From an optimization exercise on the open Yosys and OpenROAD flow, aimed at small area; shortcuts taken in it are not production practice. In this exercise RTL edits were held to simulation tests only and were not proved equivalent to the original. The flow treats the clock pin as an ideal source, which a real chip does not have. Power and IR drop assume default switching activity.

$ cat flow/design.v
module spi_majority (
    input  wire a,
    input  wire b,
    input  wire c,
    output wire y
);
    assign y = (a & b) | (a & c) | (b & c);
endmodule
module drv_spi_transport (
    input  wire         clk,
    input  wire         rst,
    input  wire [7:0]   cmd_valid,
    input  wire [191:0] cmd_data,
    output wire [7:0]   cmd_ready,
    output wire [7:0]   rsp_valid,
    output wire [135:0] rsp_data,
    input  wire [7:0]   rsp_ready,
    output wire         ready,
    output wire         busy,
    output wire         sck,
    output wire         mosi,
    output wire         cs_n,
    input  wire         miso
);
    localparam [2:0] ST_IDLE  = 3'd0,
                     ST_GAP   = 3'd1,
                     ST_START = 3'd2,
                     ST_CSL   = 3'd3,
                     ST_BITS  = 3'd4,
                     ST_CSH   = 3'd5,
                     ST_DONE  = 3'd6;
    reg  [2:0]  st;
    reg  [3:0]  cb;           
    reg  [3:0]  cp;           
    reg         rdy_r;        
    reg         rd;           
    reg         pr;           
    reg  [2:0]  owner;        
    reg         s1, s2;       
    wire [4:0]  cu = {owner, s1, s2};
    reg         mosi_r;
    reg  [7:0]  req_v, rsp_v;
    reg  [15:0] q [0:7];
    wire st_idle  = (st == ST_IDLE);
    wire st_bits  = (st == ST_BITS);
    wire st_done  = (st == ST_DONE);
    assign ready = rdy_r;
    assign busy  = !(st_idle || st == ST_GAP);
    assign cs_n  = !(st_bits || st == ST_CSH);
    assign sck   = st_bits && (cp >= 4'd2) && (cp <= 4'd6);
    assign mosi  = mosi_r;
    wire settled = (owner == 3'd7);
    wire settle  = st_idle && !rdy_r && !settled;
    wire inc     = settle || st_bits;
    wire p_wrap  = (cp == 4'd14);
    wire cu_inc  = settle && p_wrap && (cb == 4'd15);
    wire [4:0] cu_next = cu + 5'd1;
    wire last_bit_step = st_bits && p_wrap && (cb == 4'd15);
    wire [7:0]  q15, q0, qz;
    wire        oq15 = q15[owner];
    wire        oz   = qz[owner];
    reg init_bit;
    always @(*) begin
        case (cb)
            4'd2, 4'd4, 4'd5, 4'd8, 4'd9: init_bit = 1'b1;
            default: init_bit = 1'b0;
        endcase
    end
    wire fbit = !rdy_r ? init_bit :
                (rd && (cb >= 4'd5)) ? (cb >= 4'd9) : oq15;
    wire maj;
    spi_majority u_maj (.a(s1), .b(s2), .c(miso), .y(maj));
    wire shin = rd && (pr ? oq15 : maj);
    wire shift = st_bits && (cp == 4'd9) && rdy_r;
    wire post  = st_done && !pr && rdy_r;
    wire [7:0] legal = req_v & ~rsp_v & ~(q15 & q0);
    wire       grant = st_idle && rdy_r && (|legal);
    function [2:0] pe8(input [7:0] x);
        begin
            casez (x)
                8'b???????1: pe8 = 3'd0;
                8'b??????10: pe8 = 3'd1;
                8'b?????100: pe8 = 3'd2;
                8'b????1000: pe8 = 3'd3;
                8'b???10000: pe8 = 3'd4;
                8'b??100000: pe8 = 3'd5;
                8'b?1000000: pe8 = 3'd6;
                default:     pe8 = 3'd7;
            endcase
        end
    endfunction
    wire [7:0] above = ~(8'hFF >> (3'd7 - owner));
    wire [7:0] hi    = legal & above;
    wire [2:0] grant_id = (|hi) ? pe8(hi) : pe8(legal);
    wire       bo = busy && rdy_r;
    wire init_idle  = st_idle && !rdy_r && settled;
    wire init_issue = init_idle && (mosi_r || !rd);
    always @(posedge clk) begin
        if (rst) begin
            st     <= ST_IDLE;
            cb     <= 4'd2;
            cp     <= 4'd10;
            rdy_r  <= 1'b0;
            owner  <= 3'd1;
            s1     <= 1'b1;
            s2     <= 1'b1;
            mosi_r <= 1'b1;
        end else begin
            if (inc) begin
                cp <= p_wrap ? 4'd0 : cp + 4'd1;
                if (p_wrap)
                    cb <= cb + 4'd1;
            end
            if (init_idle && !mosi_r && rd)
                rdy_r <= 1'b1;
            if (st_bits && cp == 4'd0)
                mosi_r <= fbit;
            if (grant)
                owner <= grant_id;
            else if (cu_inc)
                owner <= cu_next[4:2];
            if (cu_inc) begin
                s1 <= cu_next[1];
                s2 <= cu_next[0];
            end else begin
                if (st_bits && cp == 4'd7) s1 <= miso;
                if (st_bits && cp == 4'd8) s2 <= miso;
            end
            case (st)
                ST_IDLE:  if (init_issue || grant) st <= ST_START;
                ST_GAP:   st <= ST_IDLE;
                ST_START: st <= ST_CSL;
                ST_CSL:   st <= ST_BITS;
                ST_BITS:  if (last_bit_step) st <= ST_CSH;
                ST_CSH:   st <= ST_DONE;
                ST_DONE:  st <= pr ? ST_CSL : (!rdy_r && !rd) ? ST_GAP : ST_IDLE;
                default:  st <= ST_IDLE;
            endcase
        end
    end
    always @(posedge clk) begin
        if (st == ST_START) begin
            rd <= rdy_r ? oq15 : !mosi_r;
            pr <= rdy_r && oq15 && !oz;
        end else if (st_done) begin
            pr <= 1'b0;
        end
    end
    genvar g;
    generate
        for (g = 0; g < 8; g = g + 1) begin : g_cl
            wire [23:0] c   = cmd_data[24*g +: 24];
            wire        c_rd  = (c[23:20] == 4'h1);
            wire        c_wr  = (c[23:20] == 4'h2);
            wire        dec   = (owner == g);
            wire        empty = !req_v[g] && !rsp_v[g];
            wire        wi    = req_v[g] && !rsp_v[g] && q15[g] && q0[g] && !(bo && dec);
            assign cmd_ready[g] = !rst && empty;
            assign rsp_valid[g] = rsp_v[g];
            assign rsp_data[17*g +: 17] = {req_v[g], q[g]};
            assign q15[g] = q[g][15];
            assign q0[g]  = q[g][0];
            assign qz[g]  = (q[g][14:11] == 4'd0);
            wire sh   = shift && dec;
            wire keep = !empty && !sh && !wi;
            always @(posedge clk) begin
                if (rst) begin
                    req_v[g] <= 1'b0;
                    rsp_v[g] <= 1'b0;
                end else begin
                    if (cmd_valid[g] && empty)
                        req_v[g] <= 1'b1;
                    else if ((post && dec) || (rsp_v[g] && rsp_ready[g]))
                        req_v[g] <= 1'b0;
                    if (wi || (post && dec))
                        rsp_v[g] <= 1'b1;
                    else if (rsp_ready[g])
                        rsp_v[g] <= 1'b0;
                end
                q[g] <= ({16{empty}} & {!c_wr, c[19:16], c[10:1], !c_rd && (c[0] || !c_wr)}) |
                        ({16{sh}}    & {q[g][14:0], shin}) |
                        ({16{keep}}  & q[g]);
            end
        end
    endgenerate
endmodule
$ cat flow/flow/run.sh
#!/bin/bash
# The standard ORFS layout (standard.sh), with these changes:
# - synthesis is the standard one except that ABC maps the logic with an
#   area-oriented script (flow/abc_area.script: the same &dch / &nf mapping,
#   with the delay target relaxed, and no buffering or up-sizing). Only the
#   ABC script differs, so the registers, their names and their cells are
#   the standard synthesis's;
# - after floorplan, any buffers synthesis inserted are removed and
#   combinational cells are swapped for the smallest cell of the same
#   function (flow/downsize.tcl); later repair steps fix any slew or
#   capacitance violation this leaves;
# - the port buffers use the smallest buffer cell, buf_1, instead of the
#   default clkdlybuf4s50_1;
# - the clock tree uses buf_6 cells (smaller than clkbuf_8, and still within
#   the clock-pin slew limit here) and no dummy loads.
set -euo pipefail
rm -rf scripts_area
cp -r "$FLOW_HOME/scripts" scripts_area
cp flow/abc_area.script scripts_area/abc_speed.script
SCRIPTS_DIR="$PWD/scripts_area" bash standard.sh synth > synth_flow.log 2>&1

export POST_FLOORPLAN_TCL="$PWD/flow/downsize.tcl"
export BUFFER_PORTS_ARGS="-buffer_cell sky130_fd_sc_hd__buf_1"
export CTS_ARGS="-sink_clustering_enable -repair_clock_nets -buf_list sky130_fd_sc_hd__buf_6 -dont_use_dummy_load"
bash standard.sh > standard_flow.log 2>&1
$ cat flow/flow/abc_area.script
&get -n
&st
&dch
&nf -R 1000 -p -E 100
&put
$ cat flow/flow/downsize.tcl
# Remove the buffers that synthesis (abc) inserted; the placement repair
# step buffers the nets that need it.
remove_buffers

# Swap each multi-drive combinational cell for the smallest cell of the same
# function (same name up to the drive-strength suffix). Flip-flops are left
# as synthesis made them. Timing has ample slack at this clock period; the
# later repair steps still fix any slew or capacitance violation.
set n_swapped 0
foreach inst [get_cells *] {
  set master [get_property $inst ref_name]
  if {![regexp {^(sky130_fd_sc_hd__[a-z0-9]+)_([0-9]+)$} $master -> base drv]} { continue }
  if {[regexp {df|dl|sdf|edf|tap|fill|decap|conb|clkbuf|buf} $base]} { continue }
  set best ""
  set best_area 1e9
  foreach lc [get_lib_cells ${base}_*] {
    set name [get_property $lc name]
    if {![regexp "^${base}_\[0-9\]+\$" $name]} { continue }
    set a [get_property $lc area]
    if {$a < $best_area} { set best_area $a; set best $name }
  }
  if {$best ne "" && $best ne $master} {
    replace_cell $inst $best
    incr n_swapped
  }
}
puts "downsize: swapped $n_swapped cells"
$ cat flow/standard.sh
#!/bin/bash
# synth_recipe.tcl (not shown) runs the flow's synth.tcl, then flattens the netlist and writes it again
# the make line also repeats each setting of config.mk as NAME=value (left out here)
make -C /OpenROAD-flow-scripts/flow DESIGN_CONFIG=/design/flow/config.mk WORK_HOME=/design/flow/orfs CLKGATE_MAP_FILE= SYNTH_SCRIPT=/design/flow/synth_recipe.tcl "${@:-finish}"
$ cat flow/config.mk
export PLATFORM = sky130hd
export DESIGN_NAME = drv_spi_transport
export DESIGN_NICKNAME = drv_spi_transport
export VERILOG_FILES = /design/flow/design.v
export SDC_FILE = /design/flow/constraint.sdc
export NUM_CORES = 4
export LEC_CHECK = 0
export CAP_MARGIN = 20
export CORE_MARGIN = 2
export CORE_UTILIZATION = 30
export GPL_TIMING_DRIVEN = 0
export SLEW_MARGIN = 20
$ cat flow/constraint.sdc
create_clock -name core_clock -period 10.0 [get_ports {clk}]
set_input_delay 2.0000 -clock core_clock [delete_from_list [all_inputs] [get_ports {clk}]]
set_output_delay 2.0000 -clock core_clock [all_outputs]
set_load 0.01 [all_outputs]
==> results of run 1 <==
-- area by class of cell --
cell class / instances / share of cell area
multi-input combinational: 450 / 0.363
inverter: 130 / 0.0546
sequential: 164 / 0.370
tap: 285 / 0.0399
clock buffer: 17 / 0.0214
timing repair buffer: 341 / 0.151
-- state kept, by name, indices dropped and copies added, names as in the netlist --
name and cells:
owner 3, rsp_v 8, q 128, mosi_r 1, req_v 8, st 3
pr 1, s1 1, cb 4, cp 4, rd 1, rdy_r 1
s2 1
-- cells in the mapped netlist (3+ instances only) --
cell type  count  area share
nor2b_1        9      0.0081
nor3b_1        6      0.0065
dfxtp_1      162        0.47
a211oi_1       3      0.0032
a32oi_1        9       0.011
nor4_1        17       0.015
a222oi_1     124        0.18
nand3_1       17       0.012
or2_0          4      0.0036
o21a_1         3      0.0032
o21ai_0       10      0.0072
nor3_1        22       0.016
nand4b_1       3      0.0038
a31oi_1        8      0.0072
ha_1           6       0.011
clkinv_1     130       0.070
o2111ai_1      4      0.0050
nor4b_1       10       0.013
a221o_1        8       0.012
nor2_1        60       0.032
nand2_1       44       0.024
nand2b_1      16       0.014
and3_1         3      0.0027
a311o_1        3      0.0043
a21oi_1       27       0.019
or4b_1         8       0.012
-- how the worst max path moves through the flow --
stage	slack, ns	startpoint	to
after floorplan	5.74	rst	cmd_ready[0]
after global placement	3.94	rst	cmd_ready[0]
after detailed placement	5.17	rst	cmd_ready[0]
after CTS	5.17	rst	cmd_ready[0]
after global routing	5.13	rst	cmd_ready[0]
final	5.19	rst	cmd_ready[0]
-- stage by stage --
stage	total power, mW	utilization	std cells	setup WS, ns	hold slack [ns]
final	1.83	0.393	1387	5.19	0.498
after global routing	1.96	0.393	1387	5.13	0.515
after CTS	1.85	0.393	1387	5.17	0.499
after detailed placement	1.49	0.384	1370	5.17	0.475
after global placement	1.47	0.376	1356	3.94	0.471
after floorplan	1.24	-	744	5.74	0.479
-- power by group through the flow --
stage,logic [mW],registers (mW),clock network [mW]
floorplan,0.289,0.955,0
global placement,0.535,0.940,0
detailed placement,0.553,0.942,0
CTS,0.555,0.929,0.364
global route,0.621,0.951,0.389
finish,0.553,0.931,0.348
-- worst max-delay path: stages --
cell and delay (ns):
buf_2 0.21, buf_12 0.22, nor3_1 0.15, buf_1 0.20
-- routing by layer --
| layer | vias up | part of all wire |
|---|---|---|
| met2 | 296 | 0.48 |
| met5 | - | 0 |
| li1 | 3652 | - |
| met1 | 3653 | 0.44 |
| met3 | 30 | 0.065 |
| met4 | 0 | 0.019 |
-- logic make-up (layout without fill, tap and decap cells) --
group                    after synthesis  in the layout  synth area share
buffers and inverters                130            488            0.0702
AND/OR/NAND/NOR                      228            228             0.172
multiplexers                           1              1           0.00144
AO/OA/AOI/OAI                        212            212             0.267
flip-flops                           164            164             0.475
XOR/XNOR                               3              3           0.00378
adder cells (fa/ha/maj)                6              6            0.0108
-- cells in the final DEF (no fill, tap or decap), types with 3 or more instances in the layout --
master,n
dfxtp_1,162
nor3_1,17
a211oi_1,3
nor3_2,5
o21ai_0,10
buf_1,326
a311o_1,3
nand2b_1,16
and3_1,3
nand2_1,44
nand4b_1,3
a222oi_1,124
nor4b_1,9
or4b_1,8
nand3_1,17
ha_1,6
or2_0,4
o2111ai_1,4
nor2_2,8
nor3b_2,6
a221o_1,8
buf_4,12
a21oi_1,26
buf_6,18
nor2_1,52
a31oi_1,8
nor4_1,17
o21a_1,3
nor2b_1,9
a32oi_1,9
clkinv_1,130
==> results.py, run 1 <==
metrics = {
    "routing": {
        "vias_per_cell": 5.50,
        "antenna_left": 0,
        "drc": 0,
        "vias": 7631,
        "initialDrtViolationCount": 923,
        "dr.pass1.iters": 9,
        "wl_per_cell_um": 17.9,
        "wl_um": 24800,
    },
    "cts": {
        "htreeDepth": 4,
        "tritoncts": "built",
        "cts_sinks": 164,
        "clk_path_buf_depth": 2,
        "clk_latency_ns": 0.43,
        "cts_made_buffers": 17,
        "root_buffer": "buf_6",
        "clkSlewWorstSetupHoldPaths_ns": 0.06,
        "cts_setup_buffers": 0,
        "ctsHoldBuffers": 0,
        "ctsResizeCount": 0,
    },
    "sta": {
        "finClkSkew_ns": 0.0414,
        "setup_viol": 0,
        "period_minus_slack_ns": 4.81,
        "worst_pin_slew_ns": 1.17,
        "grt_setup_unrepaired": "false",
        "fmax_mhz": 208,
        "fin_crit_sh": 0.481,
        "setup-tns-final_ns": 0,
        "timing.slew.headroom": 0.218,
        "finalHoldViolations": 0,
        "slew_viol_final": 0,
    },
    "power": {
        "switchingPower_mw": 0.701,
        "power_frac_comb": 0.302,
        "internal_power_mw": 1.13,
        "seqPwrFrac": 0.508,
        "p_leak_nw": 3.05,
        "sw_frac_of_total": 0.383,
        "vdd_ir_drop_max_mv": 0.0946,
        "power_density_nw_per_um2": 205,
        "clock_power_share": 0.190,
    },
    "synthesis": {
        "async_reset_ff_frac": 0,
        "synth.cell_area_um2": 6950,
        "syn_avg_cell_area_um2": 9.34,
        "synthesis.nets": 961,
        "ys.flop_type": "dfxtp_1",
        "ys_seq_area_frac": 0.475,
        "ys_types": 45,
        "syn_inst": 744,
        "synth_edf_count": 2,
        "ys_warn_count": 2,
        "ys_ff_latch": 164,
    },
    "global_route": {
        "busiest_layer": "met2",
        "use_met2": 0.325,
        "use_met1": 0.252,
        "grt_pass1_wl_um": 37700,
        "grt_pass1_vias": 7047,
        "grt_max_degree": 29,
        "grt.total_usage": 0.195,
        "use_met3": 0.0444,
        "grt-ovfl-total": 0,
        "antenna_found_initial": 0,
    },
    "worst_setup_path": {
        "r2r_start": "st[2]$_SDFFE_PP0P_",
        "reg2reg_to": "q[4][14]$_DFF_P_",
        "path_class": "in2out",
        "cp-end-kind": "output pin",
        "arrival_ns": 2.81,
        "start_kind": "input port",
        "critPathMaxFanout": 28,
        "crit_required_ns": 8.00,
        "rr_worst_depth": 9,
        "rrSetupSlack_ns": 6.25,
    },
    "min_path": {
        "holdCritPathClass": "reg2reg",
        "whs_endpoint": "q[3][4]$_DFF_P_",
        "hold_start": "q[3][4]$_DFF_P_",
        "hold_path_depth": 2,
    },
    "run_status": {
        "status": "finished clean",
    },
    "finish": {
        "fill_cells": 2405,
        "seqCellArea_um2": 3300,
        "final_cell_area_um2": 8930,
        "syn_to_final_growth_pct": 28.5,
        "multi_input_area_um2": 3240,
        "layout.nets": 1321,
        "antenna_cells": 0,
        "drive_gt1_frac": 0.0481,
    },
    "die": {
        "core_um2": 22700,
        "dieWidth_um": 156,
        "rows": 55,
        "start_util": 0.306,
        "dieArea_um2": 24400,
        "io_pins": 368,
        "die_h_um": 156,
    },
    "place": {
        "io_buffers": 327,
        "place_congestion": 0.831,
        "dpl-instance-area_um2": 8720,
        "dp_hpwl_um": 18600,
    },
    "job": {
        "maxCapViolCount": 0,
    },
}
==> inputs of run 2 (changes only) <==
--- a/flow/design.v
+++ b/flow/design.v
@@ -58,6 +58,7 @@
     wire last_bit_step = st_bits && p_wrap && (cb == 4'd15);
     wire [7:0]  q15, q0, qz;
-    wire        oq15 = q15[owner];
-    wire        oz   = qz[owner];
+    wire [7:0]  dec8 = 8'd1 << owner;
+    wire        oq15 = |(q15 & dec8);
+    wire        oz   = |(qz & dec8);
     reg init_bit;
     always @(*) begin
@@ -153,5 +154,5 @@
             wire        c_rd  = (c[23:20] == 4'h1);
             wire        c_wr  = (c[23:20] == 4'h2);
-            wire        dec   = (owner == g);
+            wire        dec   = dec8[g];
             wire        empty = !req_v[g] && !rsp_v[g];
             wire        wi    = req_v[g] && !rsp_v[g] && q15[g] && q0[g] && !(bo && dec);
==> flow/flow/abc_area.script (replaced) <==
&get -n
&st
&dch
&nf -R 1000 -p -E 100 -C 32
&put
==> run 2 against run 1 <==
- still clean
- sequential cell count stayed put
- clock skew is 0.0022 ns higher
- power is 1.6% lower
- via count is 0.25% higher
- first-iteration DRC count is 1.8% higher
- design area hardly changed
- setup slack better by 0.0077 ns
- synthesized area is 0.67% lower
- highest routed layer is now met5
==> results.py, run 2 <==
metrics = {
    "worst_setup_path": {
        "critPathMaxFanout": 30,
        "start_kind": "input port",
        "crit_required_ns": 8.00,
        "path_class": "in2out",
        "rrSetupSlack_ns": 6.84,
        "arrival_ns": 2.80,
        "cp-end-kind": "output pin",
    },
    "synthesis": {
        "synth_top_cell_by_area": "dfxtp_1",
        "ys_types": 42,
        "synth.cell_area_um2": 6900,
        "synth_common_cells": "dfxtp_1 (162), clkinv_1 (130), a222oi_1 (123)",
        "synth.area.top_cells": "dfxtp_1 (47%), a222oi_1 (18%), clkinv_1 (7.1%)",
        "ys.flop_type": "dfxtp_1",
        "syn_avg_cell_area_um2": 9.30,
        "synth.most_common_cell": "dfxtp_1",
        "syn_inst": 742,
        "synthesis.nets": 959,
        "ys_warn_count": 2,
        "ys_seq_area_frac": 0.479,
        "async_reset_ff_frac": 0,
        "synth_top_area_frac": 0.470,
        "ys_ff_latch": 164,
        "synth_edf_count": 2,
    },
    "finish": {
        "reg_top3": "q x128, req_v x8, rsp_v x8",
        "largest_register_ffs": 128,
        "syn_to_final_growth_pct": 29.4,
        "final_cell_mix": "buf_1 (326), dfxtp_1 (162), clkinv_1 (130)",
        "drive_gt1_frac": 0.0534,
        "antenna_cells": 0,
        "layout_commonest_cell": "buf_1",
        "top_register": "q",
        "layout.nets": 1324,
    },
    "global_route": {
        "grt_pass1_wl_um": 36900,
        "grt.total_usage": 0.190,
        "grt-ovfl-total": 0,
        "grt_pass1_vias": 6959,
        "antenna_found_initial": 1,
        "grt_max_degree": 31,
    },
    "cts": {
        "tritoncts": "built",
        "ctsResizeCount": 0,
        "ctsHoldBuffers": 0,
        "htreeDepth": 4,
        "clk_latency_ns": 0.44,
        "cts_sinks": 164,
        "cts_setup_buffers": 0,
        "cts_made_buffers": 17,
        "clk_path_buf_depth": 2,
        "root_buffer": "buf_6",
        "clkSlewWorstSetupHoldPaths_ns": 0.08,
    },
    "routing": {
        "wl_per_cell_um": 17.2,
        "wl_met1_um": 10400,
        "drc": 0,
        "initialDrtViolationCount": 940,
        "wl_met2_um": 11600,
        "dr.pass1.iters": 10,
        "top_layer_used": "met5",
        "vias_per_cell": 5.50,
        "vias": 7650,
        "wl_um": 24000,
        "wl_met3_um": 1550,
        "antenna_left": 0,
    },
    "power": {
        "internal_power_mw": 1.12,
        "power_density_nw_per_um2": 202,
        "seqPwrFrac": 0.514,
        "p_leak_nw": 3.04,
        "clock_power_share": 0.192,
        "vdd_ir_drop_max_mv": 0.103,
        "sw_frac_of_total": 0.378,
        "power_frac_comb": 0.294,
        "switchingPower_mw": 0.682,
    },
    "sta": {
        "setup_viol": 0,
        "slew_viol_final": 0,
        "grt_setup_unrepaired": "false",
        "holdWs_ns": 0.495,
        "finClkSkew_ns": 0.0437,
        "timing.slew.headroom": 0.450,
        "period_minus_slack_ns": 4.80,
        "fin_crit_sh": 0.480,
        "finalHoldViolations": 0,
        "fmax_mhz": 208,
        "setup-tns-final_ns": 0,
        "worst_pin_slew_ns": 0.824,
    },
    "place": {
        "io_buffers": 327,
        "dp_hpwl_um": 18100,
        "place_congestion": 0.863,
    },
    "job": {
        "maxCapViolCount": 0,
    },
    "die": {
        "dieWidth_um": 156,
        "start_util": 0.305,
        "io_pins": 368,
        "die_h_um": 156,
        "core_um2": 22600,
        "dieArea_um2": 24200,
        "rows": 55,
    },
    "min_path": {
        "holdCritPathClass": "reg2reg",
    },
    "run_status": {
        "status": "finished clean",
    },
}
## run 2: power groups by stage
stage / sequential, mW / clock, mW / combinational (mW)
after CTS: 0.922 / 0.365 / 0.532
final: 0.927 / 0.346 / 0.531
after global routing: 0.945 / 0.388 / 0.594
after detailed placement: 0.934 / 0 / 0.531
after global placement: 0.934 / 0 / 0.510
after floorplan: 0.952 / 0 / 0.273
## run 2: kinds of logic (layout without fill, tap and decap cells)
group,after synthesis,count (layout),synth area share
compound gates,210,210,0.262
mux,1,1,0.00145
simple gates,227,227,0.172
xor+xnor,4,4,0.00508
flops,164,164,0.479
buf+inv,130,493,0.0707
fa+ha+maj,6,6,0.0109
## run 2: layout make-up
| class | count | area, um^2 |
|---|---|---|
| Fill cell | 2347 | 13700 |
| Sequential cell | 164 | 3300 |
| Multi-Input combinational cell | 448 | 3200 |
| Timing Repair Buffer | 346 | 1390 |
| Inverter | 130 | 488 |
| Tap cell | 285 | 357 |
| Clock buffer | 17 | 191 |
## run 2: critical path: stages
cell and delay (ns):
buf_2 0.33, buf_12 0.25, nor3_1 0.06, buf_1 0.14
## run 2: layer usage
layer  up-vias  GRT usage
li1       3661          -
met1      3636      0.243
met2       322      0.320
met3        29     0.0461
met4         2     0.0507
met5         -          0
## run 2: final timing paths
path,cells past startpoint,from,end
worst max register to register,8,st[2]$_SDFFE_PP0P_,q[1][11]$_DFF_P_
worst max-delay path,4,rst,cmd_ready[2]
worst min register to register,2,q[4][7]$_DFF_P_,q[4][7]$_DFF_P_
worst min-delay path,2,q[4][7]$_DFF_P_,q[4][7]$_DFF_P_
## run 2: through the flow
step / std cells / utilization / setup slack [ns] / cell area, um^2 / total power, mW
global placement: 1354 / 0.375 / 3.93 / 8490 / 1.44
floorplan: 742 / - / 5.74 / 6900 / 1.22
global route: 1390 / 0.394 / 5.13 / 8930 / 1.93
detailed placement: 1372 / 0.385 / 5.19 / 8710 / 1.46
CTS: 1389 / 0.393 / 5.18 / 8900 / 1.82
finish: 1390 / 0.394 / 5.20 / 8930 / 1.80
==> inputs of run 3 (changes only) <==
--- a/flow/config.mk
+++ b/flow/config.mk
@@ -6,7 +6,7 @@
 export NUM_CORES = 4
 export LEC_CHECK = 0
-export CAP_MARGIN = 20
+export CAP_MARGIN = 5
 export CORE_MARGIN = 2
 export CORE_UTILIZATION = 30
 export GPL_TIMING_DRIVEN = 0
-export SLEW_MARGIN = 20
+export SLEW_MARGIN = 5
==> run 3 against run 2 <==
- synthesized area stayed put
- clock-buffer cell count unchanged
- sequential cell count unchanged
- sequential share of layout area rose by 0.22 points
- synthesized cell count unchanged
==> results.py, run 3 <==
metrics = {
    "worst_setup_path": {
        "critPathMaxFanout": 30,
        "path_class": "in2out",
        "rr_worst_depth": 7,
        "crit_required_ns": 8.00,
        "path_cells": "buf_2 -> buf_12 -> nor3_1 -> buf_1",
        "cp_slowest_stage_delay_ns": 0.33,
        "arrival_ns": 2.81,
        "cp-end-kind": "output pin",
        "start_kind": "input port",
        "slowest_stage": "buf_2",
    },
    "routing": {
        "wl_per_cell_um": 17.3,
        "drc": 0,
        "dr.pass1.iters": 13,
        "vias_per_cell": 5.52,
        "antenna_left": 0,
        "vias": 7635,
        "initialDrtViolationCount": 893,
        "wl_um": 23900,
    },
    "synthesis": {
        "synth.most_common_cell": "dfxtp_1",
        "synth_common_cells": "dfxtp_1 (162), clkinv_1 (130), a222oi_1 (123)",
        "syn_inst": 742,
        "synth_top_area_frac": 0.470,
        "syn_avg_cell_area_um2": 9.30,
        "synth_mux_area_frac": 0.00145,
        "synthesis.nets": 959,
        "synth-simple-area-share": 0.172,
        "synth_xor_area_frac": 0.00508,
        "ys_warn_count": 2,
        "ys_ff_latch": 164,
        "synth_compound_area_frac": 0.262,
        "synth_fa_ha_area_frac": 0.0109,
        "ys.flop_type": "dfxtp_1",
        "synth_edf_count": 2,
        "synth_top_cell_by_area": "dfxtp_1",
        "ys_types": 42,
        "synth_top_family_by_area": "compound AO/OA/AOI/OAI gates",
        "ys_seq_area_frac": 0.479,
        "synth.area.top_cells": "dfxtp_1 (47%), a222oi_1 (18%), clkinv_1 (7.1%)",
        "async_reset_ff_frac": 0,
        "synth.cell_area_um2": 6900,
    },
    "place": {
        "io_buffers": 327,
        "dp_hpwl_um": 17900,
        "place_congestion": 0.863,
        "dp.cells": 1367,
    },
    "cts": {
        "clk_latency_ns": 0.43,
        "ctsResizeCount": 0,
        "root_buffer": "buf_6",
        "clk_path_buf_depth": 2,
        "tritoncts": "built",
        "clkSlewWorstSetupHoldPaths_ns": 0.07,
        "cts_setup_buffers": 0,
        "ctsHoldBuffers": 0,
        "cts_sinks": 164,
        "cts_made_buffers": 17,
        "htreeDepth": 4,
    },
    "finish": {
        "top_register": "q",
        "layout_commonest_cell": "buf_1",
        "final_cell_mix": "buf_1 (326), dfxtp_1 (162), clkinv_1 (130)",
        "layout.nets": 1318,
        "largest_register_ffs": 128,
        "antenna_cells": 0,
        "stdcell_count": 1384,
        "reg_top3": "q x128, req_v x8, rsp_v x8",
        "syn_to_final_growth_pct": 28.6,
        "drive_gt1_frac": 0.0409,
    },
    "die": {
        "dieArea_um2": 24200,
        "start_util": 0.305,
        "die_h_um": 156,
        "rows": 55,
        "dieWidth_um": 156,
        "io_pins": 368,
        "core_um2": 22600,
    },
    "global_route": {
        "antenna_found_initial": 0,
        "grt_pass1_vias": 6852,
        "grt_max_degree": 31,
        "grt.total_usage": 0.187,
        "grt_pass1_wl_um": 36200,
        "grt-ovfl-total": 0,
    },
    "power": {
        "switchingPower_mw": 0.679,
        "internal_power_mw": 1.12,
        "power_frac_comb": 0.292,
        "power_density_nw_per_um2": 203,
        "p_leak_nw": 3.01,
        "sw_frac_of_total": 0.378,
        "vdd_ir_drop_max_mv": 0.0811,
        "clock_power_share": 0.194,
        "seqPwrFrac": 0.514,
    },
    "sta": {
        "finalHoldViolations": 0,
        "fmax_mhz": 208,
        "period_minus_slack_ns": 4.81,
        "timing.slew.headroom": 0.212,
        "worst_pin_slew_ns": 1.18,
        "setup-tns-final_ns": 0,
        "slew_viol_final": 0,
        "finClkSkew_ns": 0.0368,
        "fin_crit_sh": 0.481,
        "setup_viol": 0,
        "grt_setup_unrepaired": "false",
    },
    "min_path": {
        "hold_path_depth": 2,
        "holdCritPathClass": "reg2reg",
    },
    "job": {
        "maxCapViolCount": 0,
    },
    "run_status": {
        "status": "finished clean",
    },
}
==> run 3: final timing paths <==
path | slack, ns | end | start
hold / removal | 0.49 | q[1][10]$_DFF_P_ | q[1][10]$_DFF_P_
setup / recovery | 5.19 | cmd_ready[6] | rst
hold reg to reg | 0.49 | q[1][10]$_DFF_P_ | q[1][10]$_DFF_P_
setup reg to reg | 6.59 | q[1][14]$_DFF_P_ | st[2]$_SDFFE_PP0P_
==> run 3: stage by stage <==
| step | hold WS, ns | instance area (um^2) | util | setup slack (ns) | power (mW) |
|---|---|---|---|---|---|
| 4_1_cts | 0.497 | 8870 | 0.392 | 5.18 | 1.82 |
| 3_3_place_gp | 0.474 | 8490 | 0.375 | 3.93 | 1.44 |
| 6_report | 0.492 | 8870 | 0.392 | 5.19 | 1.80 |
| 3_5_place_dp | 0.474 | 8680 | 0.384 | 5.19 | 1.46 |
| 5_1_grt | 0.516 | 8870 | 0.392 | 5.13 | 1.92 |
| 2_1_floorplan | 0.514 | 6900 | - | 5.74 | 1.22 |
==> run 3: layout make-up <==
type                            instances  area (um^2)
Sequential cell                       164         3300
Tap cell                              285          357
Clock buffer                           17          191
Fill cell                            2360        13800
Inverter                              130          488
Multi-Input combinational cell        448         3180
Timing Repair Buffer                  340         1350
==> run 3: logic make-up after synthesis <==
group           after synthesis
flops                       164
simple gates                227
buf+inv                     130
compound gates              210
fa+ha+maj                     6
xor+xnor                      4
mux                           1
==> run 3: power groups by stage <==
stage,combinational (mW),clock [mW],sequential [mW]
after floorplan,0.273,0,0.952
after global placement,0.510,0,0.934
after detailed placement,0.527,0,0.934
after CTS,0.529,0.365,0.922
after global routing,0.588,0.387,0.942
final,0.525,0.348,0.924
==> run 3: per-layer routing <==
layer / vias up / track usage / share of wire
met3: 19 / 0.0408 / 0.059
li1: 3643 / - / -
met4: 0 / 0.0454 / 0.012
met1: 3667 / 0.243 / 0.44
met5: - / 0 / 0
met2: 306 / 0.316 / 0.49
==> run 3: worst max-delay path: cells and delay by family <==
kind / cells / cell delay (ns)
buf+inv: 3 / 0.71
simple gates: 1 / 0.06
==> inputs of run 4 (changes only) <==
--- a/flow/flow/run.sh
+++ b/flow/flow/run.sh
@@ -13,5 +13,7 @@
 #   default clkdlybuf4s50_1;
 # - the clock tree uses buf_6 cells (smaller than clkbuf_8, and still within
-#   the clock-pin slew limit here) and no dummy loads.
+#   the clock-pin slew limit here) and no dummy loads; after CTS, leaf
+#   clock buffers driving at most 10 flip-flops become buf_4
+#   (flow/cts_leaf.tcl).
 set -euo pipefail
 rm -rf scripts_area
@@ -22,4 +24,5 @@
 export POST_FLOORPLAN_TCL="$PWD/flow/downsize.tcl"
 export BUFFER_PORTS_ARGS="-buffer_cell sky130_fd_sc_hd__buf_1"
+export POST_CTS_TCL="$PWD/flow/cts_leaf.tcl"
 export CTS_ARGS="-sink_clustering_enable -repair_clock_nets -buf_list sky130_fd_sc_hd__buf_6 -dont_use_dummy_load"
 bash standard.sh > standard_flow.log 2>&1
==> flow/flow/cts_leaf.tcl (new file) <==
set n_swapped 0
foreach inst [get_cells *] {
  if {[get_property $inst ref_name] ne "sky130_fd_sc_hd__buf_6"} { continue }
  set net [get_nets -of_objects [get_pins -of_objects $inst -filter "direction==output"]]
  set sinks [get_pins -of_objects $net -filter "direction==input"]
  set all_clk 1
  foreach p $sinks {
    if {[get_property $p name] ne "CLK"} { set all_clk 0 }
  }
  if {$all_clk && [llength $sinks] <= 10} {
    replace_cell $inst sky130_fd_sc_hd__buf_4
    incr n_swapped
  }
}
puts "cts_leaf: swapped $n_swapped clock buffers"
estimate_parasitics -placement
==> run 4 against run 3 <==
- still clean on timing, DRC and antenna
- sequential share of layout area up 0.16 points
- final cell count unchanged
- first-iteration DRC count up 2.2%
- critical path depth unchanged
- maximum frequency about the same
- sequential power about the same
- via count down 0.26%
- register-to-register slack about the same
- critical endpoint unchanged
- largest power group unchanged
==> results.py, run 4 <==
metrics = {
    "synthesis": {
        "synth.cell_area_um2": 6900,
        "syn_avg_cell_area_um2": 9.30,
        "ys.flop_type": "dfxtp_1",
        "synth_common_cells": "dfxtp_1 (162), clkinv_1 (130), a222oi_1 (123)",
        "synth_fa_ha_area_frac": 0.0109,
        "synth_edf_count": 2,
        "synth_mux_area_frac": 0.00145,
        "synth.area.top_cells": "dfxtp_1 (47%), a222oi_1 (18%), clkinv_1 (7.1%)",
        "ys_warn_count": 2,
        "async_reset_ff_frac": 0,
        "ys_types": 42,
        "ys_ff_latch": 164,
        "synth_top_cell_by_area": "dfxtp_1",
        "synth_xor_area_frac": 0.00508,
        "synthesis.nets": 959,
        "synth.most_common_cell": "dfxtp_1",
        "synth-simple-area-share": 0.172,
        "syn_inst": 742,
        "synth_top_area_frac": 0.470,
        "ys_seq_area_frac": 0.479,
        "synth_compound_area_frac": 0.262,
        "synth_top_family_by_area": "compound AO/OA/AOI/OAI gates",
    },
    "power": {
        "internal_power_mw": 1.09,
        "sw_frac_of_total": 0.380,
        "switchingPower_mw": 0.671,
        "power_density_nw_per_um2": 200,
        "power_frac_comb": 0.298,
        "seqPwrFrac": 0.524,
        "vdd_ir_drop_max_mv": 0.0792,
        "p_leak_nw": 3.00,
        "clock_power_share": 0.178,
        "power_mw": 1.76,
    },
    "routing": {
        "wl_per_cell_um": 17.3,
        "drc": 0,
        "dr.pass1.iters": 10,
        "initialDrtViolationCount": 913,
        "vias": 7615,
        "wl_um": 23900,
        "vias_per_cell": 5.50,
        "antenna_left": 0,
    },
    "worst_setup_path": {
        "rr_worst_depth": 7,
        "critPathMaxFanout": 30,
        "cp_slowest_stage_delay_ns": 0.33,
        "reg2reg_to": "q[1][14]$_DFF_P_",
        "cp-end-kind": "output pin",
        "r2r_start": "st[2]$_SDFFE_PP0P_",
        "arrival_ns": 2.81,
        "path_class": "in2out",
        "rrSetupSlack_ns": 6.58,
        "slowest_stage": "buf_2",
        "start_kind": "input port",
        "path_cells": "buf_2 -> buf_12 -> nor3_1 -> buf_1",
        "crit_required_ns": 8.00,
    },
    "global_route": {
        "grt.total_usage": 0.187,
        "use_met1": 0.243,
        "grt-ovfl-total": 0,
        "busiest_layer": "met2",
        "grt_max_degree": 31,
        "use_met3": 0.0408,
        "antenna_found_initial": 0,
        "use_met2": 0.316,
        "grt_pass1_vias": 6853,
        "grt_pass1_wl_um": 36300,
    },
    "finish": {
        "layout.nets": 1318,
        "drive_gt1_frac": 0.0409,
        "stdcell_count": 1384,
        "final_util": 0.390,
        "largest_register_ffs": 128,
        "syn_to_final_growth_pct": 28.0,
        "reg_top3": "q x128, req_v x8, rsp_v x8",
        "layout_commonest_cell": "buf_1",
        "antenna_cells": 0,
        "final_cell_mix": "buf_1 (326), dfxtp_1 (162), clkinv_1 (130)",
        "top_register": "q",
    },
    "cts": {
        "cts_sinks": 164,
        "tritoncts": "built",
        "clk_latency_ns": 0.40,
        "clkSlewWorstSetupHoldPaths_ns": 0.09,
    },
    "sta": {
        "slew_viol_final": 0,
        "fin_crit_sh": 0.481,
        "finalHoldViolations": 0,
        "setup_slack_ns": 5.19,
        "worst_pin_slew_ns": 1.21,
        "grt_setup_unrepaired": "false",
        "finClkSkew_ns": 0.0340,
        "setup-tns-final_ns": 0,
        "timing.slew.headroom": 0.193,
        "fmax_mhz": 208,
        "setup_viol": 0,
        "period_minus_slack_ns": 4.81,
    },
    "place": {
        "place_ws_ns": 5.19,
        "dp.cells": 1367,
        "dp_hpwl_um": 17900,
        "place_congestion": 0.863,
        "io_buffers": 327,
    },
    "die": {
        "die_h_um": 156,
        "dieArea_um2": 24200,
        "rows": 55,
        "io_pins": 368,
        "dieWidth_um": 156,
        "core_um2": 22600,
        "start_util": 0.305,
    },
    "min_path": {
        "holdCritPathClass": "reg2reg",
        "hold_start": "q[1][10]$_DFF_P_",
        "hold_path_depth": 2,
        "whs_endpoint": "q[1][10]$_DFF_P_",
    },
    "job": {
        "maxCapViolCount": 0,
    },
    "run_status": {
        "status": "finished clean",
    },
}
## run 4: cell counts after synthesis
No cell type changed its count.
## run 4: layout make-up
| cell class | count | area, um^2 |
|---|---|---|
| clock buffer | 17 | 154 |
| multi-input combinational | 448 | 3180 |
| timing repair buffer | 340 | 1350 |
| sequential | 164 | 3300 |
| tap | 285 | 357 |
| fill | 2363 | 13800 |
| inverter | 130 | 488 |
## run 4: power by group through the flow
| stage | registers, mW | clock network [mW] | logic (mW) |
|---|---|---|---|
| 5_1_grt | 0.942 | 0.355 | 0.588 |
| 3_5_place_dp | 0.934 | 0 | 0.527 |
| 2_1_floorplan | 0.952 | 0 | 0.273 |
| 6_report | 0.923 | 0.314 | 0.526 |
| 3_3_place_gp | 0.934 | 0 | 0.510 |
## run 4: how the worst max path moves through the flow
stage                         endpoint  startpoint  cells past startpoint  slack (ns)
after global routing      cmd_ready[0]         rst                      4        5.13
after global placement    cmd_ready[5]         rst                      3        3.93
after detailed placement  cmd_ready[2]         rst                      4        5.19
after floorplan           cmd_ready[0]         rst                      1        5.74
final                     cmd_ready[6]         rst                      4        5.19
## run 4: layer usage
metal / vias to the layer above / part of all wire
met2: 289 / 0.49
met5: - / 0
met1: 3672 / 0.44
met4: 0 / 0.011
met3: 18 / 0.058
li1: 3636 / -
## run 4: through the flow
| stage | hold slack (ns) | cell area (um^2) |
|---|---|---|
| 2_1_floorplan | 0.514 | 6900 |
| 3_3_place_gp | 0.474 | 8490 |
| 3_5_place_dp | 0.474 | 8680 |
| 5_1_grt | 0.523 | 8840 |
| 6_report | 0.497 | 8840 |
## run 4: worst max-delay path, delay by kind of cell
family	cells	cell delay (ns)
AND/OR/NAND/NOR	1	0.06
buffers and inverters	3	0.71
## run 4: cells by family (layout without fill, tap and decap cells)
| family | after synthesis | count (layout) |
|---|---|---|
| simple gates | 227 | 227 |
| flops | 164 | 164 |
| buf+inv | 130 | 487 |
| compound gates | 210 | 210 |
| xor+xnor | 4 | 4 |
| mux | 1 | 1 |
| fa+ha+maj | 6 | 6 |
==> inputs of run 5 (changes only) <==
--- a/flow/flow/run.sh
+++ b/flow/flow/run.sh
@@ -10,4 +10,6 @@
 #   function (flow/downsize.tcl); later repair steps fix any slew or
 #   capacitance violation this leaves;
+# - the placement and global-route repair steps may use only small buffers
+#   (flow/small_bufs.tcl);
 # - the port buffers use the smallest buffer cell, buf_1, instead of the
 #   default clkdlybuf4s50_1;
@@ -23,4 +25,6 @@
 
 export POST_FLOORPLAN_TCL="$PWD/flow/downsize.tcl"
+export PRE_RESIZE_TCL="$PWD/flow/small_bufs.tcl"
+export PRE_GLOBAL_ROUTE_TCL="$PWD/flow/small_bufs.tcl"
 export BUFFER_PORTS_ARGS="-buffer_cell sky130_fd_sc_hd__buf_1"
 export POST_CTS_TCL="$PWD/flow/cts_leaf.tcl"
==> flow/flow/small_bufs.tcl (new file) <==
# Keep the placement and global-route repair steps to small buffers: with
# the larger ones marked don't-use there, repair_design fixes the few
# high-fanout nets with buf_1/buf_2 buffers and by sizing the drivers up.
# (The clock tree, built in its own step, is not affected.)
set_dont_use {
  sky130_fd_sc_hd__buf_4 sky130_fd_sc_hd__buf_6 sky130_fd_sc_hd__buf_8
  sky130_fd_sc_hd__buf_12 sky130_fd_sc_hd__buf_16
  sky130_fd_sc_hd__clkbuf_4 sky130_fd_sc_hd__clkbuf_8 sky130_fd_sc_hd__clkbuf_16
  sky130_fd_sc_hd__bufbuf_8 sky130_fd_sc_hd__bufbuf_16
}
==> run 5 against run 4 <==
- critical path depth unchanged
- routed wire length down 0.44%
- clock power about the same
- sequential share of layout area up 0.27 points
- hold slack about the same
==> results.py, run 5 <==
metrics = {
    "run_status": {
        "status": "finished clean",
    },
    "place": {
        "place_ws_ns": 4.78,
        "dp_hpwl_um": 17900,
        "dp.cells": 1366,
        "place_congestion": 0.863,
        "dpl-instance-area_um2": 8620,
        "io_buffers": 327,
    },
    "worst_setup_path": {
        "slowest_stage": "buf_2",
        "cp_slowest_stage_delay_ns": 0.63,
        "path_buf_inv": 3,
        "path_class": "in2out",
        "cp_common_cell": "buf_2",
        "crit_required_ns": 8.00,
        "path_cells": "buf_2 -> buf_2 -> nor3_1 -> buf_1",
        "rrSetupSlack_ns": 6.61,
        "start_kind": "input port",
        "cp_top_family": "buffers and inverters",
        "critPathMaxFanout": 30,
        "arrival_ns": 3.20,
        "cp-end-kind": "output pin",
    },
    "finish": {
        "top_register": "q",
        "layout_commonest_cell": "buf_1",
        "reg_top3": "q x128, req_v x8, rsp_v x8",
        "stdcell_count": 1384,
        "seqCellArea_um2": 3300,
        "final_cell_mix": "buf_1 (326), dfxtp_1 (162), clkinv_1 (130)",
        "final_cell_area_um2": 8770,
        "largest_register_ffs": 128,
        "syn_to_final_growth_pct": 27.1,
        "fill_cells": 2378,
        "drive_gt1_frac": 0.0401,
        "multi_input_area_um2": 3180,
        "layout.nets": 1317,
    },
    "die": {
        "rows": 55,
        "dieWidth_um": 156,
        "die_h_um": 156,
        "dieArea_um2": 24200,
        "io_pins": 368,
        "start_util": 0.305,
        "core_um2": 22600,
    },
    "global_route": {
        "grt-ovfl-total": 0,
        "grt.total_usage": 0.188,
        "antenna_found_initial": 0,
        "grt_pass1_vias": 6868,
        "grt_pass1_wl_um": 36400,
        "grt_max_degree": 31,
    },
    "synthesis": {
        "syn_inst": 742,
        "synth_top_area_frac": 0.470,
        "syn_avg_cell_area_um2": 9.30,
        "synth_top_cell_by_area": "dfxtp_1",
        "ys_warn_count": 2,
        "ys_seq_area_frac": 0.479,
        "ys_types": 42,
        "synthesis.nets": 959,
        "ys.flop_type": "dfxtp_1",
        "synth.cell_area_um2": 6900,
        "async_reset_ff_frac": 0,
        "synth_common_cells": "dfxtp_1 (162), clkinv_1 (130), a222oi_1 (123)",
        "synth.area.top_cells": "dfxtp_1 (47%), a222oi_1 (18%), clkinv_1 (7.1%)",
        "synth.most_common_cell": "dfxtp_1",
        "ys_ff_latch": 164,
        "synth_edf_count": 2,
    },
    "sta": {
        "setup_slack_ns": 4.80,
        "period_minus_slack_ns": 5.20,
        "setup_viol": 0,
        "finClkSkew_ns": 0.0318,
        "fmax_mhz": 192,
        "slew_viol_final": 0,
        "fin_crit_sh": 0.520,
        "worst_pin_slew_ns": 1.20,
        "finalHoldViolations": 0,
        "grt_setup_unrepaired": "false",
        "setup-tns-final_ns": 0,
        "timing.slew.headroom": 0.202,
    },
    "cts": {
        "tritoncts": "built",
        "clkSlewWorstSetupHoldPaths_ns": 0.09,
        "cts_sinks": 164,
        "clk_latency_ns": 0.40,
    },
    "min_path": {
        "holdCritPathClass": "reg2reg",
    },
    "routing": {
        "vias_per_cell": 5.47,
        "wl_um": 23800,
        "vias": 7573,
        "dr.pass1.iters": 10,
        "initialDrtViolationCount": 990,
        "wl_per_cell_um": 17.2,
        "drc": 0,
        "antenna_left": 0,
    },
    "power": {
        "p_leak_nw": 2.98,
        "vdd_ir_drop_max_mv": 0.0949,
        "seqPwrFrac": 0.526,
        "power_density_nw_per_um2": 200,
        "internal_power_mw": 1.09,
        "clock_power_share": 0.177,
        "switchingPower_mw": 0.666,
        "sw_frac_of_total": 0.380,
        "power_frac_comb": 0.297,
    },
    "job": {
        "maxCapViolCount": 0,
    },
}
## run 5: cell counts after synthesis
Identical to the previous run, type by type.
## run 5: power by group through the flow
stage               clock [mW]  sequential (mW)  combinational, mW
floorplan                    0            0.952              0.273
global placement             0            0.934              0.510
detailed placement           0            0.934              0.523
global route             0.352            0.942              0.583
finish                   0.311            0.923              0.520
## run 5: final timing paths
kind / to / from / cells after the start
setup / recovery: cmd_ready[2] / rst / 4
hold / removal: q[1][10]$_DFF_P_ / q[1][10]$_DFF_P_ / 2
setup reg to reg: q[2][5]$_DFF_P_ / st[2]$_SDFFE_PP0P_ / 8
hold reg to reg: q[1][10]$_DFF_P_ / q[1][10]$_DFF_P_ / 2
## run 5: cells by family after synthesis
kind of cell | Yosys count | share of synthesized area
buffers and inverters | 130 | 0.0707
adder cells (fa/ha/maj) | 6 | 0.0109
AO/OA/AOI/OAI | 210 | 0.262
multiplexers | 1 | 0.00145
flip-flops | 164 | 0.479
XOR/XNOR | 4 | 0.00508
AND/OR/NAND/NOR | 227 | 0.172
## run 5: metal layers
metal  GRT usage  wire length [um]
met1       0.241             10200
met2       0.313             11600
met3      0.0506              1590
met4      0.0467               373
met5           0                 0
## run 5: worst register-to-register path: stages (launching register included)
cell and delay, ns:
dfxtp_1 0.42, nand2b_1 0.14, nor2_1 0.23, nand4_1 0.56, nor2b_1 1.13, nor3b_2 0.14, buf_2 0.27, a222oi_1 0.29
clkinv_1 0.11
## run 5: stage by stage
step           hold slack, ns  utilization  total power [mW]
2_1_floorplan           0.514            -              1.22
3_3_place_gp            0.474        0.375              1.44
3_5_place_dp            0.477        0.381              1.46
5_1_grt                 0.525        0.387              1.88
6_report                0.497        0.388              1.75
## run 5: cell type report
type / count / share of cell area
Multi-Input combinational cell: 448 / 0.363
Sequential cell: 164 / 0.376
Antenna cell: 1 / 0.000285
Tap cell: 285 / 0.0406
Clock buffer: 17 / 0.0175
Timing Repair Buffer: 339 / 0.147
Inverter: 130 / 0.0556
==> inputs of run 6 (changes only) <==
--- a/flow/config.mk
+++ b/flow/config.mk
@@ -6,7 +6,7 @@
 export NUM_CORES = 4
 export LEC_CHECK = 0
-export CAP_MARGIN = 5
+export CAP_MARGIN = 0
 export CORE_MARGIN = 2
 export CORE_UTILIZATION = 30
 export GPL_TIMING_DRIVEN = 0
-export SLEW_MARGIN = 5
+export SLEW_MARGIN = 0
==> run 6 against run 5 <==
- non-clock buffer count fell by 2
- hold slack got worse by 0.00082 ns
- register-to-register slack barely moved
- synthesized area did not move
- clock-buffer cell count did not move
- still clean on timing, DRC and antenna
- highest routed layer unchanged
- combinational power barely moved
==> results.py, run 6 <==
metrics = {
    "finish": {
        "antenna_cells": 0,
        "final_cell_mix": "buf_1 (326), dfxtp_1 (162), clkinv_1 (130)",
        "final_util": 0.387,
        "syn_to_final_growth_pct": 27.0,
        "stdcell_count": 1381,
        "multi_input_area_um2": 3180,
        "top_register": "q",
        "drive_gt1_frac": 0.0383,
        "fill_cells": 2396,
        "seqCellArea_um2": 3300,
        "layout_commonest_cell": "buf_1",
        "layout.nets": 1315,
        "reg_top3": "q x128, req_v x8, rsp_v x8",
        "largest_register_ffs": 128,
    },
    "global_route": {
        "grt_max_degree": 31,
        "use_met2": 0.319,
        "busiest_layer": "met2",
        "grt_pass1_wl_um": 36700,
        "grt-ovfl-total": 0,
        "grt.total_usage": 0.190,
        "use_met3": 0.0456,
        "antenna_found_initial": 0,
        "grt_pass1_vias": 6858,
        "use_met1": 0.246,
    },
    "synthesis": {
        "synthesis.nets": 959,
        "ys_types": 42,
        "synth.most_common_cell": "dfxtp_1",
        "ys_ff_latch": 164,
        "synth_common_cells": "dfxtp_1 (162), clkinv_1 (130), a222oi_1 (123)",
        "ys_warn_count": 2,
        "syn_avg_cell_area_um2": 9.30,
        "synth.area.top_cells": "dfxtp_1 (47%), a222oi_1 (18%), clkinv_1 (7.1%)",
        "synth.cell_area_um2": 6900,
        "synth_top_cell_by_area": "dfxtp_1",
        "synth_edf_count": 2,
        "ys.flop_type": "dfxtp_1",
        "synth_top_area_frac": 0.470,
        "ys_seq_area_frac": 0.479,
        "syn_inst": 742,
        "async_reset_ff_frac": 0,
    },
    "sta": {
        "period_minus_slack_ns": 5.20,
        "finalHoldViolations": 0,
        "finClkSkew_ns": 0.0405,
        "fmax_mhz": 192,
        "setup_viol": 0,
        "grt_setup_unrepaired": "false",
        "slew_viol_final": 0,
        "timing.slew.headroom": 0.169,
        "fin_crit_sh": 0.520,
        "worst_pin_slew_ns": 1.24,
        "setup-tns-final_ns": 0,
        "holdWs_ns": 0.496,
    },
    "power": {
        "p_leak_nw": 2.97,
        "power_density_nw_per_um2": 200,
        "vdd_ir_drop_max_mv": 0.0793,
    },
    "place": {
        "io_buffers": 327,
        "dp_hpwl_um": 17900,
        "place_congestion": 0.863,
        "dp.cells": 1364,
    },
    "worst_setup_path": {
        "r2r_start": "st[2]$_SDFFE_PP0P_",
        "rrSetupSlack_ns": 6.62,
        "reg2reg_to": "q[7][14]$_DFF_P_",
        "cp-end-kind": "output pin",
        "rr_worst_depth": 7,
        "path_class": "in2out",
        "arrival_ns": 3.20,
        "start_kind": "input port",
        "critPathMaxFanout": 30,
        "crit_required_ns": 8.00,
    },
    "cts": {
        "cts_sinks": 164,
        "clkSlewWorstSetupHoldPaths_ns": 0.09,
        "clk_latency_ns": 0.41,
        "tritoncts": "built",
    },
    "die": {
        "rows": 55,
        "start_util": 0.305,
        "io_pins": 368,
        "die_h_um": 156,
        "dieArea_um2": 24200,
        "core_um2": 22600,
        "dieWidth_um": 156,
    },
    "routing": {
        "dr.pass1.iters": 8,
        "wl_um": 24000,
        "vias_per_cell": 5.49,
        "wl_per_cell_um": 17.4,
        "initialDrtViolationCount": 972,
        "drc": 0,
        "vias": 7584,
        "antenna_left": 0,
    },
    "min_path": {
        "hold_start": "q[1][10]$_DFF_P_",
        "whs_endpoint": "q[1][10]$_DFF_P_",
        "holdCritPathClass": "reg2reg",
        "hold_path_depth": 2,
    },
    "job": {
        "maxCapViolCount": 0,
    },
    "run_status": {
        "status": "finished clean",
    },
}
run 6: changes by cell type in the layout (fill, tap and decap cells not counted):
cell / change
buf_2: -2
diode_2: -1
run 6: critical path: stages:
cell	delay [ns]
buf_2	0.30
buf_2	0.64
nor3_1	0.09
buf_1	0.15
run 6: area by class of cell:
class	instances	area share
clock buffers	17	0.0176
inverters	130	0.0557
multi-input cells	448	0.363
flip-flops and latches	164	0.377
well taps	285	0.0407
repair buffers	337	0.146
run 6: routing by layer:
layer | share of wire | vias up
met1 | 0.44 | 3641
met3 | 0.062 | 19
met2 | 0.49 | 287
met4 | 0.014 | 0
met5 | 0 | -
li1 | - | 3637
run 6: power breakdown:
part           internal, mW  switching (mW)  leakage, nW
Sequential            0.783           0.141         1.37
Clock                 0.105           0.209       0.0904
Combinational         0.199           0.319         1.51
Total                  1.09           0.668         2.97
run 6: through the flow:
step / total power, mW / setup WS (ns) / instance area, um^2
detailed placement: 1.45 / 4.78 / 8600
global route: 1.88 / 4.68 / 8760
finish: 1.75 / 4.80 / 8760
floorplan: 1.22 / 5.74 / 6900
global placement: 1.44 / 3.93 / 8490
run 6: logic make-up (layout without fill, tap and decap cells):
group                    Yosys count  count (layout)  synth area share
AND/OR/NAND/NOR                  227             227             0.172
AO/OA/AOI/OAI                    210             210             0.262
flip-flops                       164             164             0.479
buffers and inverters            130             484            0.0707
adder cells (fa/ha/maj)            6               6            0.0109
XOR/XNOR                           4               4           0.00508
multiplexers                       1               1           0.00145
run 6: how the worst max path moves through the flow:
stage,startpoint,to,slack [ns],cells past startpoint
floorplan,rst,cmd_ready[0],5.74,1
global placement,rst,cmd_ready[5],3.93,3
detailed placement,rst,cmd_ready[7],4.78,4
global route,rst,cmd_ready[0],4.68,4
finish,rst,cmd_ready[2],4.80,4
==> inputs of run 7 (changes only) <==
--- a/flow/config.mk
+++ b/flow/config.mk
@@ -8,5 +8,5 @@
 export CAP_MARGIN = 0
 export CORE_MARGIN = 2
-export CORE_UTILIZATION = 30
+export CORE_UTILIZATION = 45
 export GPL_TIMING_DRIVEN = 0
 export SLEW_MARGIN = 0
==> run 7 against run 6 <==
- critical endpoint unchanged
- sequential share of layout area rose by 0.59 points
- die area down 33%
- hold slack got worse by 0.0034 ns
==> results.py, run 7 <==
metrics = {
    "routing": {
        "vias": 7548,
        "wl_per_cell_um": 17.4,
        "dr.pass1.iters": 10,
        "initialDrtViolationCount": 1025,
        "wl_um": 22300,
        "antenna_left": 0,
        "drc": 0,
        "vias_per_cell": 5.89,
    },
    "synthesis": {
        "async_reset_ff_frac": 0,
        "synth.cell_area_um2": 6900,
        "syn_inst": 742,
        "syn_avg_cell_area_um2": 9.30,
        "ys_warn_count": 2,
        "synthesis.nets": 959,
        "synth_top_area_frac": 0.470,
        "ys_types": 42,
        "synth_edf_count": 2,
        "ys_seq_area_frac": 0.479,
        "synth_common_cells": "dfxtp_1 (162), clkinv_1 (130), a222oi_1 (123)",
        "synth_top_cell_by_area": "dfxtp_1",
        "ys.flop_type": "dfxtp_1",
        "synth.area.top_cells": "dfxtp_1 (47%), a222oi_1 (18%), clkinv_1 (7.1%)",
        "ys_ff_latch": 164,
        "synth.most_common_cell": "dfxtp_1",
    },
    "finish": {
        "antenna_cells": 0,
        "fill_cells": 1488,
        "syn_to_final_growth_pct": 25.0,
        "layout_commonest_cell": "buf_1",
        "multi_input_area_um2": 3180,
        "seqCellArea_um2": 3300,
        "layout.nets": 1313,
        "reg_top3": "q x128, req_v x8, rsp_v x8",
        "drive_gt1_frac": 0.0356,
        "largest_register_ffs": 128,
        "top_register": "q",
        "final_cell_mix": "buf_1 (326), dfxtp_1 (162), clkinv_1 (130)",
    },
    "die": {
        "dieWidth_um": 128,
        "start_util": 0.457,
        "rows": 45,
        "die_h_um": 128,
        "core_um2": 15100,
        "dieArea_um2": 16300,
        "io_pins": 368,
    },
    "min_path": {
        "holdCritPathClass": "reg2reg",
    },
    "sta": {
        "fmax_mhz": 200,
        "timing.slew.headroom": 0.173,
        "setup-tns-final_ns": 0,
        "finalHoldViolations": 0,
        "grt_setup_unrepaired": "false",
        "period_minus_slack_ns": 4.99,
        "slew_viol_final": 0,
        "fin_crit_sh": 0.499,
        "finClkSkew_ns": 0.0390,
        "setup_viol": 0,
        "worst_pin_slew_ns": 1.24,
    },
    "place": {
        "io_buffers": 327,
        "place_congestion": 0.881,
        "dp_hpwl_um": 16500,
    },
    "worst_setup_path": {
        "cp-end-kind": "output pin",
        "arrival_ns": 2.99,
        "critPathMaxFanout": 42,
        "crit_required_ns": 8.00,
        "path_class": "in2out",
        "start_kind": "input port",
    },
    "cts": {
        "cts_sinks": 164,
        "clk_latency_ns": 0.40,
        "tritoncts": "built",
        "clkSlewWorstSetupHoldPaths_ns": 0.10,
    },
    "run_status": {
        "status": "finished clean",
    },
    "global_route": {
        "grt_pass1_vias": 6618,
        "antenna_found_initial": 0,
        "grt-ovfl-total": 0,
        "grt_max_degree": 43,
        "grt_pass1_wl_um": 33900,
        "grt.total_usage": 0.258,
    },
    "power": {
        "power_density_nw_per_um2": 202,
        "vdd_ir_drop_max_mv": 0.105,
        "p_leak_nw": 2.96,
        "power_mw": 1.74,
    },
    "job": {
        "maxCapViolCount": 0,
    },
}
## run 7: cell count changes in the layout (fill, tap and decap cells not counted)
cell / before / now
a21oi_1: 27 / 28
buf_2: 11 / 9
a21oi_2: 1 / 0
## run 7: report_power, final
part / leakage, nW / internal [mW] / switching, mW
logic: 1.50 / 0.199 / 0.317
registers: 1.37 / 0.783 / 0.138
clock network: 0.0904 / 0.105 / 0.198
total: 2.96 / 1.09 / 0.653
## run 7: worst paths after layout
kind / from / cells past startpoint / end / slack, ns
worst max-delay path: rst / 3 / cmd_ready[2] / 5.01
worst min-delay path: q[7][9]$_DFF_P_ / 2 / q[7][10]$_DFF_P_ / 0.49
worst max register to register: st[2]$_SDFFE_PP0P_ / 8 / q[1][14]$_DFF_P_ / 6.53
worst min register to register: q[7][9]$_DFF_P_ / 2 / q[7][10]$_DFF_P_ / 0.49
## run 7: area by class of cell
cell class                 count  area share
timing repair buffer         335       0.147
tap                          188      0.0273
clock buffer                  17      0.0178
multi-input combinational    448       0.368
sequential                   164       0.383
inverter                     130      0.0566
## run 7: critical path, cell delays in order
cell and delay (ns):
buf_2 0.68, nor3_1 0.10, buf_1 0.18
## run 7: kinds of logic (layout without fill, tap and decap cells)
family	after synthesis	count (layout)	share of synthesized area
buffers and inverters	130	482	0.0707
AOI/OAI and AO/OA	210	210	0.262
and+or+nand+nor	227	227	0.172
muxes	1	1	0.00145
adders and majority gates	6	6	0.0109
DFF	164	164	0.479
xor gates and xnor gates	4	4	0.00508
## run 7: metrics by stage
| step | setup slack, ns | utilization | cells | cell area, um^2 | hold slack, ns |
|---|---|---|---|---|---|
| finish | 5.01 | 0.572 | 1282 | 8630 | 0.493 |
| detailed placement | 4.99 | 0.562 | 1265 | 8470 | 0.473 |
| global placement | 4.10 | 0.554 | 1257 | 8360 | 0.475 |
| global route | 4.91 | 0.572 | 1282 | 8630 | 0.515 |
| floorplan | 5.74 | - | 742 | 6900 | 0.514 |
## run 7: metal layers
layer	up-vias	track usage	routed length (um)
met3	24	0.0659	1590
met1	3578	0.338	9370
met4	0	0.0666	345
met5	-	0	0
met2	317	0.426	11000
li1	3629	-	-
==> inputs of run 8 (changes only) <==
--- a/flow/config.mk
+++ b/flow/config.mk
@@ -10,3 +10,4 @@
 export CORE_UTILIZATION = 45
 export GPL_TIMING_DRIVEN = 0
+export PLACE_DENSITY = 0.75
 export SLEW_MARGIN = 0
==> run 8 against run 7 <==
- critical path type unchanged
- routed wire length fell by 0.50%
- still clean on timing, DRC and antenna
- synthesized cell count did not move
- largest power group unchanged
- first-iteration DRC count fell by 2.7%
==> results.py, run 8 <==
metrics = {
    "run_status": {
        "status": "finished clean",
    },
    "synthesis": {
        "ys_ff_latch": 164,
        "synthesis.nets": 959,
        "async_reset_ff_frac": 0,
        "synth.most_common_cell": "dfxtp_1",
        "ys_warn_count": 2,
        "ys_types": 42,
        "ys.flop_type": "dfxtp_1",
        "syn_inst": 742,
        "synth_top_cell_by_area": "dfxtp_1",
        "syn_avg_cell_area_um2": 9.30,
        "ys_seq_area_frac": 0.479,
        "synth_common_cells": "dfxtp_1 (162), clkinv_1 (130), a222oi_1 (123)",
        "synth.cell_area_um2": 6900,
        "synth_top_area_frac": 0.470,
        "synth.area.top_cells": "dfxtp_1 (47%), a222oi_1 (18%), clkinv_1 (7.1%)",
        "synth_edf_count": 2,
    },
    "global_route": {
        "grt_max_degree": 43,
        "antenna_found_initial": 0,
        "grt_pass1_wl_um": 34100,
        "grt-ovfl-total": 0,
        "grt.total_usage": 0.259,
        "grt_pass1_vias": 6754,
    },
    "finish": {
        "final_cell_mix": "buf_1 (326), dfxtp_1 (162), clkinv_1 (130)",
        "syn_to_final_growth_pct": 24.7,
        "final_util": 0.570,
        "layout_commonest_cell": "buf_1",
        "largest_register_ffs": 128,
        "drive_gt1_frac": 0.0321,
        "antenna_cells": 0,
        "layout.nets": 1309,
        "top_register": "q",
        "reg_top3": "q x128, req_v x8, rsp_v x8",
    },
    "place": {
        "dp_hpwl_um": 16500,
        "io_buffers": 327,
        "place_congestion": 0.916,
    },
    "sta": {
        "finalHoldViolations": 0,
        "fin_crit_sh": 0.499,
        "grt_setup_unrepaired": "false",
        "worst_pin_slew_ns": 1.29,
        "timing.slew.headroom": 0.140,
        "slew_viol_final": 0,
        "setup-tns-final_ns": 0,
        "fmax_mhz": 200,
        "setup_viol": 0,
        "finClkSkew_ns": 0.0438,
        "period_minus_slack_ns": 4.99,
    },
    "routing": {
        "vias": 7649,
        "dr.pass1.iters": 11,
        "drc": 0,
        "wl_per_cell_um": 17.3,
        "initialDrtViolationCount": 997,
        "vias_per_cell": 5.99,
        "antenna_left": 0,
        "wl_um": 22200,
    },
    "die": {
        "dieArea_um2": 16300,
        "io_pins": 368,
        "die_h_um": 128,
        "rows": 45,
        "core_um2": 15100,
        "dieWidth_um": 128,
        "start_util": 0.457,
    },
    "cts": {
        "clk_latency_ns": 0.42,
        "tritoncts": "built",
        "cts_sinks": 164,
        "clkSlewWorstSetupHoldPaths_ns": 0.08,
    },
    "power": {
        "vdd_ir_drop_max_mv": 0.128,
        "power_density_nw_per_um2": 202,
        "p_leak_nw": 2.94,
    },
    "worst_setup_path": {
        "crit_required_ns": 8.00,
        "path_class": "in2out",
        "rr_worst_depth": 7,
        "cp-end-kind": "output pin",
        "critPathMaxFanout": 42,
        "start_kind": "input port",
        "arrival_ns": 2.99,
    },
    "min_path": {
        "holdCritPathClass": "reg2reg",
        "hold_path_depth": 2,
    },
    "job": {
        "maxCapViolCount": 0,
    },
}
run 8: per-layer routing:
layer  routed length [um]  GRT usage
met5                    0          0
met3                 1680     0.0588
met4                  495     0.0899
met2                10700      0.424
met1                 9250      0.336
run 8: path summary, 6_finish.rpt:
path	startpoint	to	slack, ns
worst max register to register	st[2]$_SDFFE_PP0P_	q[2][14]$_DFF_P_	6.58
worst max-delay path	rst	cmd_ready[2]	5.01
worst min-delay path	q[1][7]$_DFF_P_	q[1][7]$_DFF_P_	0.50
worst min register to register	q[1][7]$_DFF_P_	q[1][7]$_DFF_P_	0.50
run 8: critical path, cell delays in order:
cell and delay, ns:
buf_2 0.67, nor3_1 0.11, buf_1 0.18
run 8: area by class of cell:
class	instances	area, um^2
fill	1438	6480
sequential	164	3300
multi-input combinational	448	3180
timing repair buffer	331	1250
inverter	130	488
tap	188	235
clock buffer	17	154
run 8: through the flow:
step	instances	instance area, um^2	worst slack, ns	hold slack (ns)	total power, mW
after detailed placement	1261	8450	4.96	0.472	1.44
after global placement	1257	8360	4.04	0.474	1.43
after floorplan	742	6900	5.74	0.514	1.22
final	1278	8610	5.01	0.501	1.74
after global routing	1278	8610	4.91	0.523	1.86
run 8: cells by family (layout without fill, tap and decap cells):
| logic type | count (synthesis) | in the layout | synth area share |
|---|---|---|---|
| AND/OR/NAND/NOR | 227 | 227 | 0.172 |
| AO/OA/AOI/OAI | 210 | 210 | 0.262 |
| flip-flops | 164 | 164 | 0.479 |
| buffers and inverters | 130 | 478 | 0.0707 |
| adder cells (fa/ha/maj) | 6 | 6 | 0.0109 |
| XOR/XNOR | 4 | 4 | 0.00508 |
| multiplexers | 1 | 1 | 0.00145 |
run 8: report_power, final:
group	internal (mW)	leakage, nW	switching (mW)
Clock	0.104	0.0904	0.201
Combinational	0.197	1.48	0.318
Sequential	0.783	1.37	0.137

[separate check: timing with driven ports]
In the flow no input, the clock included, has a driving cell. The finished layouts below were timed again as built, in two steps. Step 1: set_driving_cell puts a clkbuf_16 on clk and a buf_2 on each other input, an assumption about the parent block. Step 2 also shifts input and output timing later by t, the mid clock arrival at the registers, as if the neighbouring blocks saw the same clock. Three values: ideal, step 1, step 2; two values: the first two.
| run | t, ns | slack for setup (ns) | hold WS [ns] | worst setup path at the end | latest minus earliest clock arrival (ns) |
|---|---|---|---|---|---|
| run 1 | 0.450 | 5.191 / 5.168 / 5.168 | 0.498 / 0.498 / 0.498 | input to output | 0.042 / 0.042 |
| run 2 | 0.457 | 5.199 / 5.174 / 5.174 | 0.495 / 0.495 / 0.495 | input to output | 0.043 / 0.044 |
| run 3 | 0.460 | 5.192 / 5.167 / 5.167 | 0.492 / 0.492 / 0.492 | input to output | 0.037 / 0.037 |
| run 4 | 0.434 | 5.192 / 5.167 / 5.167 | 0.497 / 0.497 / 0.497 | input to output | 0.039 / 0.038 |
| run 5 | 0.426 | 4.799 / 4.774 / 4.774 | 0.497 / 0.497 / 0.497 | input to output | 0.034 / 0.035 |
| run 6 | 0.433 | 4.795 / 4.771 / 4.771 | 0.496 / 0.496 / 0.496 | input to output | 0.041 / 0.041 |
| run 7 | 0.420 | 5.011 / 4.987 / 4.987 | 0.493 / 0.493 / 0.493 | input to output | 0.041 / 0.041 |
| run 8 | 0.443 | 5.010 / 4.983 / 4.983 | 0.501 / 0.501 / 0.501 | input to output | 0.045 / 0.044 |
After both steps every run listed still meets setup and hold. For run 8, which loses most, drivers alone change the setup slack by -0.027 ns; drivers and shift together by -0.027 ns.
